This design comes from an exercise in tuning for small area, a short achievable clock period and few clock cycles on the open sky130 flow, not from production work. Only simulation tests tie the RTL to the original design; equivalence was not proved. Power is estimated from default activity; no workload was simulated.

`flow/run.sh`:
```
#!/bin/bash
# synth_recipe.tcl (not shown) runs the flow's synth.tcl, then flattens the netlist and writes it again
# the make line also repeats each setting of config.mk as NAME=value (left out here)
make -C /OpenROAD-flow-scripts/flow DESIGN_CONFIG=/design/flow/config.mk WORK_HOME=/design/flow/orfs CLKGATE_MAP_FILE= SYNTH_SCRIPT=/design/flow/synth_recipe.tcl finish
```
`flow/config.mk`:
```
export PLATFORM = sky130hd
export DESIGN_NAME = riw16_core
export DESIGN_NICKNAME = riw16_core
export VERILOG_FILES = /design/flow/design.v
export SDC_FILE = /design/flow/constraint.sdc
export NUM_CORES = 4
export LEC_CHECK = 0
export CAP_MARGIN = 20
export CORE_MARGIN = 2
export CORE_UTILIZATION = 40
export SLEW_MARGIN = 20
```
`flow/design.v`:
```
module riw16_core (
    input  wire        clk,
    input  wire        rst,           
    output reg         mem_req,
    output reg         mem_we,
    output reg  [15:0] mem_addr,
    output reg  [15:0] mem_wdata,
    input  wire        mem_ready,
    input  wire [15:0] mem_rdata,
    input  wire        st_attached,
    input  wire        st_openable,
    input  wire        st_too_big,
    output reg         out_valid,
    output reg  [7:0]  out_byte,
    output reg         halted,
    output reg  [7:0]  status
);
    localparam OP_LOCT   = 4'h0;
    localparam OP_UOCT   = 4'h1;
    localparam OP_LOAD   = 4'h2;
    localparam OP_STORE  = 4'h3;
    localparam OP_ADD    = 4'h4;
    localparam OP_SUB    = 4'h5;
    localparam OP_AND    = 4'h6;
    localparam OP_OR     = 4'h7;
    localparam OP_XOR    = 4'h8;
    localparam OP_NOR    = 4'h9;
    localparam OP_SHIFT  = 4'hA;
    localparam OP_CMPA   = 4'hB;
    localparam OP_CMPS   = 4'hC;
    localparam OP_BRANCH = 4'hD;
    localparam [15:0] PORT_CHAROUT  = 16'hFFFF;
    localparam [15:0] PORT_CHARIN   = 16'hFFFE;
    localparam [15:0] PORT_HALT     = 16'hFFFD;
    localparam [15:0] PORT_STOREIO  = 16'hFFFC;
    localparam [15:0] PORT_STOREMSW = 16'hFFFB;
    localparam [15:0] PORT_STORELSW = 16'hFFFA;
    localparam S_FETCH = 2'd0;
    localparam S_EXEC  = 2'd1;
    localparam S_MEM   = 2'd2;
    localparam S_HALT  = 2'd3;
    reg [1:0]  state;
    reg [15:0] ir;
    reg [15:0] x [0:15];      
    reg [15:0] ea;            
    reg [15:0] sdata;         
    wire [3:0] op   = ir[15:12];
    wire [3:0] fa   = ir[11:8];
    wire [3:0] fb   = ir[7:4];
    wire [3:0] fc   = ir[3:0];
    wire [7:0] imm8 = ir[7:0];
    wire [15:0] ra = x[fa];
    wire [15:0] rb = x[fb];
    wire [15:0] rc = x[fc];
    wire [15:0] sum  = rb + rc;
    wire [15:0] diff = rb - rc;
    wire [15:0] shl  = rb << rc[3:0];
    wire [15:0] shr  = rb >> rc[3:0];
    function [3:0] flags;
        input [15:0] r;
        input [15:0] a;
        input [15:0] b;
        begin
            flags[3] = (r < a) || (r < b);
            flags[2] = (a[15] == b[15]) && (r[15] != a[15]);
            flags[1] = r[15];
            flags[0] = (r == 16'h0000);
        end
    endfunction
    reg        wr_en;
    reg [15:0] wr_val;
    always @(*) begin
        wr_en  = 1'b1;
        wr_val = ra;
        case (op)
            OP_LOCT:   wr_val = {ra[15:8], imm8};
            OP_UOCT:   wr_val = {imm8, ra[7:0]};
            OP_ADD:    wr_val = sum;
            OP_SUB:    wr_val = diff;
            OP_AND:    wr_val = rb & rc;
            OP_OR:     wr_val = rb | rc;
            OP_XOR:    wr_val = rb ^ rc;
            OP_NOR:    wr_val = rb | rc;      
            OP_SHIFT:  wr_val = rc[15] ? shl : shr;
            OP_CMPA:   wr_val = {ra[15:4], flags(sum, rb, rc)};
            OP_CMPS:   wr_val = {ra[15:4], flags(diff, rb, rc)};
            default:   wr_en  = 1'b0;         
        endcase
    end
    wire branch_taken = (op == OP_BRANCH) && ((rb[3:0] & fc) == fc);
    wire        chr_pass = (sdata >= 16'd32 && sdata <= 16'd126) || (sdata == 16'd10);
    wire        chr_del  = (sdata == 16'd127);
    wire        is_store_port = (ea == PORT_STOREIO) || (ea == PORT_STOREMSW) ||
                                (ea == PORT_STORELSW);
    wire        mem_is_store = (op == OP_STORE);
    integer i;
    always @(posedge clk) begin
        if (rst) begin
            state     <= S_FETCH;
            ir        <= 16'h0000;
            ea        <= 16'h0000;
            sdata     <= 16'h0000;
            out_valid <= 1'b0;
            out_byte  <= 8'h00;
            halted    <= 1'b0;
            status    <= 8'h00;
            for (i = 0; i < 16; i = i + 1)
                x[i] <= 16'h0000;
        end else begin
            out_valid <= 1'b0;
            case (state)
                S_FETCH: begin
                    if (mem_ready) begin
                        ir    <= mem_rdata;
                        x[15] <= x[15] + 16'd1;
                        state <= S_EXEC;
                    end
                end
                S_EXEC: begin
                    if (op == OP_LOAD || op == OP_STORE) begin
                        ea    <= sum;
                        sdata <= ra;
                        state <= S_MEM;
                    end else begin
                        if (wr_en)
                            x[fa] <= wr_val;
                        if (branch_taken)
                            x[15] <= ra;
                        state <= S_FETCH;
                    end
                end
                S_MEM: begin
                    if (mem_ready) begin
                        state <= S_FETCH;
                        if (!mem_is_store)
                            x[fa] <= mem_rdata;
                        if (ea == PORT_HALT) begin
                            halted <= 1'b1;
                            status <= 8'd255;
                            state  <= S_HALT;
                        end else if (is_store_port) begin
                            if (!st_attached) begin
                                out_valid <= 1'b1;
                                out_byte  <= 8'h07;
                            end else if (!st_openable) begin
                                halted <= 1'b1;
                                status <= 8'd4;
                                state  <= S_HALT;
                            end else if (st_too_big) begin
                                halted <= 1'b1;
                                status <= 8'd5;
                                state  <= S_HALT;
                            end
                        end else if (mem_is_store && ea == PORT_CHAROUT) begin
                            if (chr_pass) begin
                                out_valid <= 1'b1;
                                out_byte  <= sdata[7:0];
                            end else if (chr_del) begin
                                out_valid <= 1'b1;
                                out_byte  <= 8'h08;
                            end
                        end
                    end
                end
                default: ;    
            endcase
        end
    end
    always @(*) begin
        mem_req   = 1'b0;
        mem_we    = 1'b0;
        mem_addr  = x[15];
        mem_wdata = sdata;
        case (state)
            S_FETCH: mem_req = 1'b1;
            S_MEM: begin
                mem_req  = 1'b1;
                mem_we   = mem_is_store;
                mem_addr = ea;
            end
            default: ;
        endcase
    end
endmodule
```
`flow/constraint.sdc`:
```
create_clock -name core_clock -period 8.0 [get_ports {clk}]
set_input_delay 1.6000 -clock core_clock [delete_from_list [all_inputs] [get_ports {clk}]]
set_output_delay 1.6000 -clock core_clock [all_outputs]
set_load 0.01 [all_outputs]
```
==> results.yml <==
power_and_ir_drop:
  power_uw: 6530
  vdd_drop_max_mv: 0.179
  clkPwrFrac: 0.298
  netSwitchingPower_uw: 2550
  power_density_nw_per_um2: 238
  internal_power_uw: 3980
  switching_share: 0.391
  seq_power_share: 0.311
  p_comb_frac: 0.391
  p_leak_uw: 0.00962
clock_network:
  cts_setup_buffers: 0
  cts_tree: "built"
  cts_hold_buf: 0
  root_buffer: "clkbuf_16"
  h-tree-depth: 2
  clk_pin_slew_worst_paths_ps: 60
  cts.sinks: 330
  cts_inserted_buffers: 40
  clockBufferDepth: 3
  clock_latency_ps: 620
  cts_repair_resize_count: 0
layout:
  diodes: 0
  nets: 2374
  area_delta_synth_final_pct: 13.5
  drive_gt1_frac: 0.203
synth:
  syn_area_um2: 24200
  synth_area_leaders: "edfxtp_1, mux4_2, dfxtp_1, ha_1, nor2_1"
  avgSynthCellArea_um2: 11.1
  synth-seq-cells: 330
  yosysMostFrequentCell: "nor2_1"
  synth_common_cells: "nor2_1, edfxtp_1, mux4_2"
  ys_seq_area_frac: 0.379
  ys.flop_type: "edfxtp_1"
  yosys_warnings: 1
  synth_top_cell_area_share: 0.317
  synth_top_cell_by_area: "edfxtp_1"
  synthesis.instances: 2187
  synth-edff-count: 256
  synth_cell_types: 88
  synthArstFlopShare: 0
  synth_nets: 2321
timing:
  period_minus_slack_ps: 7660
  slew_violations: 0
  tightest_slew_ps: 1250
  finClkSkew_ps: 56.4
  finalSetupViolations: 0
  relSlewSlack: 0.155
  rsz0062_at_grt: "false"
  fin_setup_tns_ps: 0
  finalHoldViolCount: 0
  period_share: 0.957
  max_freq_mhz: 131
route:
  num_vias: 21000
  drt_iter0_markers: 2758
  first_pass_iters: 9
  avgRoutedWirePerCell_um: 34.2
  drc: 0
  postRouteAntennaNets: 0
  via_per_inst: 6.87
  wl_um: 104000
floorplanning:
  num_rows: 90
  die_area_um2: 62500
  start_util: 0.403
  die_w_um: 250
  core-area_um2: 60100
  die_h_um: 250
  ios: 74
critical_path:
  worstPathMaxFanout: 16
  required_ps: 8320
  worstPathCellList: "and2_1 -> a22oi_1 -> nand2_1 -> inv_1 -> ha_1 -> a2111oi_0 -> a21boi_0 -> nor3_1 -> or2_2 -> ha_1 -> nand4_1 -> o41ai_1 -> a21oi_1 -> nor4bb_1 -> a31oi_1 -> nor3_2 -> buf_4 -> a21oi_1"
  reg2reg_depth: 18
  cp-start-kind: "register"
  cp.arrival_ps: 7980
  crit_slowest_cell: "dfxtp_1"
  critPathMaxStageDelay_ps: 890
  critPathKind: "register to register"
  endpoint_kind: "register"
grt:
  grt_use_total: 0.333
  antenna_found_initial: 1
  grt_max_degree: 50
  grt_pass1_wl_um: 150000
  grt_overflow: 0
  grt_pass1_vias: 20400
status:
  status: "complete, no violations"
run:
  cap_violations: 0
placed_design:
  place_congestion: 1.01
  dpl.hpwl_um: 74700
  port_buffers: 73
hold_path:
  hold_path_class: "register to register"
  holdPathStages: 1
path summary, 6_finish.rpt:
check	slack (ps)	start	to
max	340	register	x[15][3]
min	480	out_byte[7]	out_byte[7]
max reg2reg	340	register	x[15][3]
min reg2reg	480	out_byte[7]	out_byte[7]
per-stage QoR:
stage / utilization / worst slack, ps / area [um^2] / hold WS, ps / cells
after global placement: 0.433 / 657 / 26100 / 461 / 2980
after detailed placement: 0.433 / 738 / 26100 / 472 / 2980
after global routing: 0.457 / 189 / 27500 / 497 / 3052
final: 0.457 / 342 / 27500 / 475 / 3052
after CTS: 0.457 / 611 / 27500 / 481 / 3052
after floorplan: - / 1490 / 24200 / 446 / 2187
power groups by stage:
stage / registers [uW] / clock network [uW] / logic, uW
floorplan: 1980 / 0 / 1590
global placement: 2060 / 0 / 2490
detailed placement: 2060 / 0 / 2470
CTS: 2030 / 1960 / 2480
global route: 2040 / 2030 / 2700
finish: 2030 / 1950 / 2550
state kept, by name (all words and copies together), names as in the netlist, named ones only:
signal	count
ea	16
ir	16
out_byte	8
out_valid	1
sdata	16
state	2
status	3
x	256
worst max-delay path, delay by kind of cell, from the launching register on:
family	cells	cell delay (ps)
adder cells (fa/ha/maj)	2	860
flip-flops	1	890
AND/OR/NAND/NOR	7	2700
buffers and inverters	2	440
AO/OA/AOI/OAI	7	2450
layout make-up:
type                            instances  area, um^2
Inverter                               60         225
Sequential cell                       330        9190
Multi-Input combinational cell       1624       14100
Clock inverter                         23         320
Clock buffer                           49        1090
Timing Repair Buffer                  184        1580
Fill cell                            5540       32700
Tap cell                              782         978
metal layers:
layer	track usage	vias to the layer above	part of all wire
li1	-	8610	-
met1	0.430	10500	0.37
met2	0.520	1551	0.45
met3	0.0730	321	0.11
met4	0.189	0	0.066
met5	0	-	0
cell usage in the layout (no fill, tap or decap), types with 38 or more instances in the layout:
cell | synthesis | routed
dfxtp_1 | 74 | 67
clkdlybuf4s50_1 | 0 | 72
mux4_2 | 220 | 220
nor3_1 | 74 | 70
nand2b_1 | 38 | 38
a22oi_1 | 40 | 40
ha_1 | 110 | 110
a211oi_1 | 40 | 39
edfxtp_1 | 256 | 256
buf_4 | 16 | 109
nor2_1 | 310 | 309
nand2_1 | 154 | 154
mux2i_1 | 67 | 67
inv_1 | 56 | 56
clkbuf_16 | 0 | 41
a21oi_1 | 117 | 116
o21ai_0 | 46 | 46
logic make-up after synthesis:
family / Yosys count / synth area share
AO/OA/AOI/OAI: 449 / 0.130
XOR/XNOR: 32 / 0.0116
adder cells (fa/ha/maj): 112 / 0.0585
buffers and inverters: 233 / 0.0426
AND/OR/NAND/NOR: 725 / 0.138
flip-flops: 330 / 0.379
multiplexers: 306 / 0.241
Testbench counts, summed over its fixed seeds: cycles 288,258.

[port drivers added, routing unchanged]
How much do the figures lean on ideal ports? The routed layout below was timed once more, with nothing changed but the port constraints. Step 1 (the two cells are an assumption about what drives the block):
set clk [get_ports {clk}]
set_driving_cell -lib_cell sky130_fd_sc_hd__clkbuf_16 $clk
set_driving_cell -lib_cell sky130_fd_sc_hd__buf_2 [delete_from_list [all_inputs] $clk]
Step 2 times the ports against the registers' clock, not the clock port: input delays grow and output delays shrink by t, the midpoint of the rising clock arrivals with the driver on. Slacks: no drivers / after step 1 / after step 2; pairs: no drivers / after step 1.
t (ns): 0.647
setup WS [ns]: 0.342 / 0.342 / 0.342
latest minus earliest clock arrival (ns): 0.056 / 0.057
worst data-port slew with drivers (ns): 0.05
After both steps this run still meets setup and hold. The setup slack of this run moves by 0.000 ns with the drivers and by 0.000 ns with both steps.
